Background: an optimization exercise with open tools, aiming at small area, a short achievable clock period and few clock cycles per item. Do not read the settings as production practice.
Where RTL was checked, it was by simulation tests only, not by an equivalence proof against the original.
Power is estimated from default activity; no workload was simulated.

Setup of main:
## popcount_unit
module popcount_unit (
    input  wire         clk,
    input  wire         rst,         
    input  wire         in_valid,
    input  wire [1:0]   op,          
    input  wire [127:0] operand,
    output reg          out_valid,
    output reg  [7:0]   result,
    output reg          valid,
    output reg          illegal,
    output reg  [2:0]   strategy
);
    wire fs1;
    wire fc2;
    wire fs3;
    wire fc4;
    wire fs5;
    wire fc6;
    wire fs7;
    wire fc8;
    wire fs9;
    wire fc10;
    wire fs11;
    wire fc12;
    wire fs13;
    wire fc14;
    wire fs15;
    wire fc16;
    wire fs17;
    wire fc18;
    wire fs19;
    wire fc20;
    wire fs21;
    wire fc22;
    wire fs23;
    wire fc24;
    wire fs25;
    wire fc26;
    wire fs27;
    wire fc28;
    wire fs29;
    wire fc30;
    wire fs31;
    wire fc32;
    wire fs33;
    wire fc34;
    wire fs35;
    wire fc36;
    wire fs37;
    wire fc38;
    wire fs39;
    wire fc40;
    wire fs41;
    wire fc42;
    wire fs43;
    wire fc44;
    wire fs45;
    wire fc46;
    wire fs47;
    wire fc48;
    wire fs49;
    wire fc50;
    wire fs51;
    wire fc52;
    wire fs53;
    wire fc54;
    wire fs55;
    wire fc56;
    wire fs57;
    wire fc58;
    wire fs59;
    wire fc60;
    wire fs61;
    wire fc62;
    wire fs63;
    wire fc64;
    wire fs65;
    wire fc66;
    wire fs67;
    wire fc68;
    wire fs69;
    wire fc70;
    wire fs71;
    wire fc72;
    wire fs73;
    wire fc74;
    wire fs75;
    wire fc76;
    wire fs77;
    wire fc78;
    wire fs79;
    wire fc80;
    wire fs81;
    wire fc82;
    wire fs83;
    wire fc84;
    wire fs85;
    wire fc86;
    wire fs87;
    wire fc88;
    wire fs89;
    wire fc90;
    wire fs91;
    wire fc92;
    wire fs93;
    wire fc94;
    wire fs95;
    wire fc96;
    wire fs97;
    wire fc98;
    wire fs99;
    wire fc100;
    wire fs101;
    wire fc102;
    wire fs103;
    wire fc104;
    wire fs105;
    wire fc106;
    wire fs107;
    wire fc108;
    wire fs109;
    wire fc110;
    wire fs111;
    wire fc112;
    wire fs113;
    wire fc114;
    wire fs115;
    wire fc116;
    wire fs117;
    wire fc118;
    wire fs119;
    wire fc120;
    wire fs121;
    wire fc122;
    wire fs123;
    wire fc124;
    wire fs125;
    wire fc126;
    wire fs127;
    wire fc128;
    wire fs129;
    wire fc130;
    wire fs131;
    wire fc132;
    wire fs133;
  ...
For scale: about 690 cells after synthesis, about 56 flip-flops, ~150 I/O pins, about 0.0069 mm2 of cells after synthesis.
clock: 7.0 ns
lec_check: 0
cap_margin: 20
core_margin: 2
core_utilization: 60
setup_slack_margin: 3.5
slew_margin: 20
synth_hierarchical: 1
synth_minimum_keep_size: 0
run.sh (not shown) runs the stock make flow with config.mk's settings and CLKGATE_MAP_FILE= SYNTH_SCRIPT=/design/flow/synth_recipe.tcl, a recipe that flattens the netlist after the stock synthesis.
Testbench counts of main, summed over its fixed seeds: cycles 4,008, items 4,000.
### main -> the feature branch
Settings: SETUP_SLACK_MARGIN changed from 3.5 to 3.7; CORE_UTILIZATION changed from 60 to 75.
Notes after the runs:
Status: the feature branch FAILED at global placement (3_3_place_gp) (tool error)
Changes observed in the feature branch relative to main: summed instance area of the synthesized netlist comparable, per-instance average area after synthesis held steady, number of top-level design ports level.
As far as total nets after synthesis is concerned, the feature branch and main perform about the same.
Comparing main and the feature branch, initial standard-cell utilization of the core is lower on main.
Comparing main against the feature branch, there is no change at all in synthesized instance count.
From main to the feature branch, async set-or-reset flop fraction in the synthesized netlist did not move at all.
Diff main -> the feature branch | die height | down by more than 10%
main -> the feature branch: post-synthesis register bit count delta 0, exact match
The lower number of cell rows came out of the feature branch.

---

Another version of the RTL of popcount_unit (not shown whole).
Size: roughly 520 cells after synthesis, roughly 150 I/O pins, roughly 0.0060 sq mm of cells after synthesis.
export LEC_CHECK = 0
export CAP_MARGIN = 20
export CORE_MARGIN = 2
export CORE_UTILIZATION = 50
export CTS_BUF_LIST = sky130_fd_sc_hd__clkbuf_4 sky130_fd_sc_hd__clkbuf_8
export SETUP_SLACK_MARGIN = 3.5
export SLEW_MARGIN = 20
export SYNTH_HIERARCHICAL = 1
export SYNTH_MINIMUM_KEEP_SIZE = 0
create_clock -name core_clock -period 7.0 [get_ports {clk}]
standard.sh (not shown) runs the stock make flow with config.mk's settings and CLKGATE_MAP_FILE= SYNTH_SCRIPT=/design/flow/synth_recipe.tcl, a recipe that flattens the netlist after the stock synthesis.
==> flow/flow/run.sh <==
#!/bin/bash
# Layout flow: the standard layout (standard.sh, all ORFS steps from
# synthesis to finish), with the input and output port buffers placed as
# sky130_fd_sc_hd__buf_1 cells instead of the cell buffer_ports picks by
# itself. Each step's full log stays under orfs/logs/; the output of make
# goes to flow_make.log in this folder.
set -euo pipefail
export BUFFER_PORTS_ARGS="-buffer_cell sky130_fd_sc_hd__buf_1"
bash standard.sh > flow_make.log 2>&1
Testbench counts at the start, summed over its fixed seeds: cycles 4,008, items 4,000.
Rerun with:
- CTS_BUF_LIST: sky130_fd_sc_hd__clkbuf_4 sky130_fd_sc_hd__clkbuf_8 -> sky130_fd_sc_hd__clkbuf_4
- SETUP_SLACK_MARGIN: 3.5 -> 3.6
After rerunning: The new run ran to the end with no violations. Global-route usage decreases by 0.49 points. Sequential share of layout area increases by 0.57 points. Fmax increases by 2.1%. Die area does not change. Design area decreases by 3.2%. Via count decreases by 1.1%. Count of clock-buffer cells in the layout decreases by 2. Wire length decreases by 1.8%. Power decreases by 9.0%.
Rerun with:
- SETUP_SLACK_MARGIN: 3.6 -> 3.5
=> Via count decreases by 0.64%. Non-clock buffer count goes down by 2. Utilization decreases by 1.2 points. Worst setup slack gets worse by 80 ps. Hold slack stays flat.

---

== quartz ==
popcount_unit, a different RTL version from the one above (not shown whole).
For scale: ~520 cells after synthesis, roughly 55 flip-flops.
// popcount_unit
module popcount_unit (
    input  wire         clk,
    input  wire         rst,         
    input  wire         in_valid,
    input  wire [1:0]   op,          
    input  wire [127:0] operand,
    output reg          out_valid,
    output reg  [7:0]   result,
    output reg          valid,
    output reg          illegal,
    output reg  [2:0]   strategy
);
    wire fs1;
    wire fc2;
    wire fs3;
    wire fc4;
    wire fs5;
    wire fc6;
    wire fs7;
    wire fc8;
    wire fs9;
    wire fc10;
    wire fs11;
    wire fc12;
    wire fs13;
    wire fc14;
    wire fs15;
    wire fc16;
    wire fs17;
    wire fc18;
    wire fs19;
    wire fc20;
    wire fs21;
    wire fc22;
    wire fs23;
    wire fc24;
    wire fs25;
    wire fc26;
    wire fs27;
    wire fc28;
    wire fs29;
    wire fc30;
    wire fs31;
    wire fc32;
    wire fs33;
    wire fc34;
    wire fs35;
    wire fc36;
    wire fs37;
    wire fc38;
    wire fs39;
    wire fc40;
    wire fs41;
    wire fc42;
    wire fs43;
    wire fc44;
    wire fs45;
    wire fc46;
    wire fs47;
    wire fc48;
    wire fs49;
    wire fc50;
    wire fs51;
    wire fc52;
    wire fs53;
    wire fc54;
    wire fs55;
    wire fc56;
    wire fs57;
    wire fc58;
    wire fs59;
    wire fc60;
    wire fs61;
    wire fc62;
  ...
Settings: LEC_CHECK=0, CAP_MARGIN=20, CORE_MARGIN=2, CORE_UTILIZATION=45, SETUP_SLACK_MARGIN=3.6, SLEW_MARGIN=20, SYNTH_HIERARCHICAL=1, SYNTH_MINIMUM_KEEP_SIZE=0; clock period 7.0 ns.
Scripts as last shown in full above: flow/flow/run.sh
quartz finished every stage and its layout cleared the timing, DRC and antenna checks.
Input-level comparison between fjord and quartz:
Settings: SETUP_SLACK_MARGIN changed from 3.6 to 3.45.
==> flow/run.sh (new file) <==
#!/bin/bash
# synth_recipe.tcl (not shown) runs the flow's synth.tcl, then flattens the netlist and writes it again
# the make line also repeats each setting of config.mk as NAME=value (left out here)
make -C /OpenROAD-flow-scripts/flow DESIGN_CONFIG=/design/flow/config.mk WORK_HOME=/design/flow/orfs CLKGATE_MAP_FILE= SYNTH_SCRIPT=/design/flow/synth_recipe.tcl finish
removed: flow/flow/run.sh
removed: flow/standard.sh
--- outcome ---
- In the tables for fjord and quartz, part of the power in combinational logic reads lower with quartz.
- Between fjord and quartz, it is fjord whose areal power density over the cells is lower, by 7.4 mW/mm^2.
- Measured against each other, fjord and quartz differ in top fanout value on the critical path, the lower figure coming from fjord.
- fjord vs. quartz: post-route fraction of the period consumed by the critical path up 1.9 points, setup slack down 0.14 ns.
- Lower power of the combinational group goes to quartz over fjord.
- For quartz, the endpoint of the worst setup timing path was gd_r1_34, unlike fjord, where it was gd_r1_39.
- There was hardly any difference in sequential logic power between quartz and fjord.
- From quartz to fjord the numbers moved as follows: number of post-CTS setup repair buffers went up 11; proportion of cell area occupied by multi-input gates dropped 2.9 points; filler cell count moved down; total global routing track utilization went up by 2.0 points.
Input changes introduced in amber (baseline for comparison: fjord):
Settings: SETUP_SLACK_MARGIN: 3.45 -> 3.3.
Results
- For the sequential power share, amber came in 0.3 points higher than fjord did.
- fjord vs amber, last element of the critical path: gd_r1_39 vs pc0_r1_1
- On arithmetic-cell share of the synthesized area counting full adders, half adders and majority gates, amber and fjord are neck and neck.
- Hold slack ends up lower on fjord.
- Lower routed length on met2 goes to amber over fjord.
- amber vs fjord, launching element of the worst setup path: operand[22] vs operand[57]
- From fjord to amber the numbers moved as follows: number of instances resized during post-cts repair down 201; final core utilization down 3.7 points; routed wire length down 6.0%; combinational power share down 0.6 points.
No run of this note included a check of the RTL's function; only the layout flow was run.

## port drivers added, routing unchanged
In the flow no input, the clock included, has a driving cell. The finished layouts below were timed again as built, in two steps. Step 1 sets driving cells, clkbuf_16 on the clock port and buf_2 on the other inputs (assumed; they add their load-dependent delay and slew). Step 2 adds t to the input delays and takes it off the output delays; t is the mean of the earliest and latest rising clock arrival at the registers after step 1. Input paths then give back, and output paths get back, about the clock's delay inside the block. Three values: ideal, step 1, step 2; two values: the first two.
run | shift t [ns] | slack for setup (ns) | hold WS [ns] | worst setup path at the end | pins driven straight from the clock port
main | 0.325 | 3.489 / 3.499 / 3.174 | 0.460 / 0.460 / 0.460 | input to register | 1
the first run of note 2 | 0.372 | 3.513 / 3.518 / 3.146 | 0.439 / 0.439 / 0.439 | input to register | 1
the second run of note 2 | 0.426 | 3.583 / 3.592 / 3.165 | 0.450 / 0.450 / 0.450 | input to register | 1
the third run of note 2 | 0.416 | 3.504 / 3.509 / 3.093 | 0.449 / 0.449 / 0.449 | input to register | 1
quartz | 0.330 | 3.496 / 3.497 / 3.167 | 0.450 / 0.450 / 0.450 | input to register | 1
fjord | 0.332 | 3.360 / 3.363 / 3.031 | 0.453 / 0.453 / 0.453 | input to register | 1
amber | 0.329 | 3.310 / 3.322 / 2.993 | 0.461 / 0.461 / 0.461 | input to register | 1
After both steps every run listed still meets setup and hold. The setup slack of the second run of note 2, which loses most, moves by +0.009 ns with the drivers and by -0.418 ns with both steps.
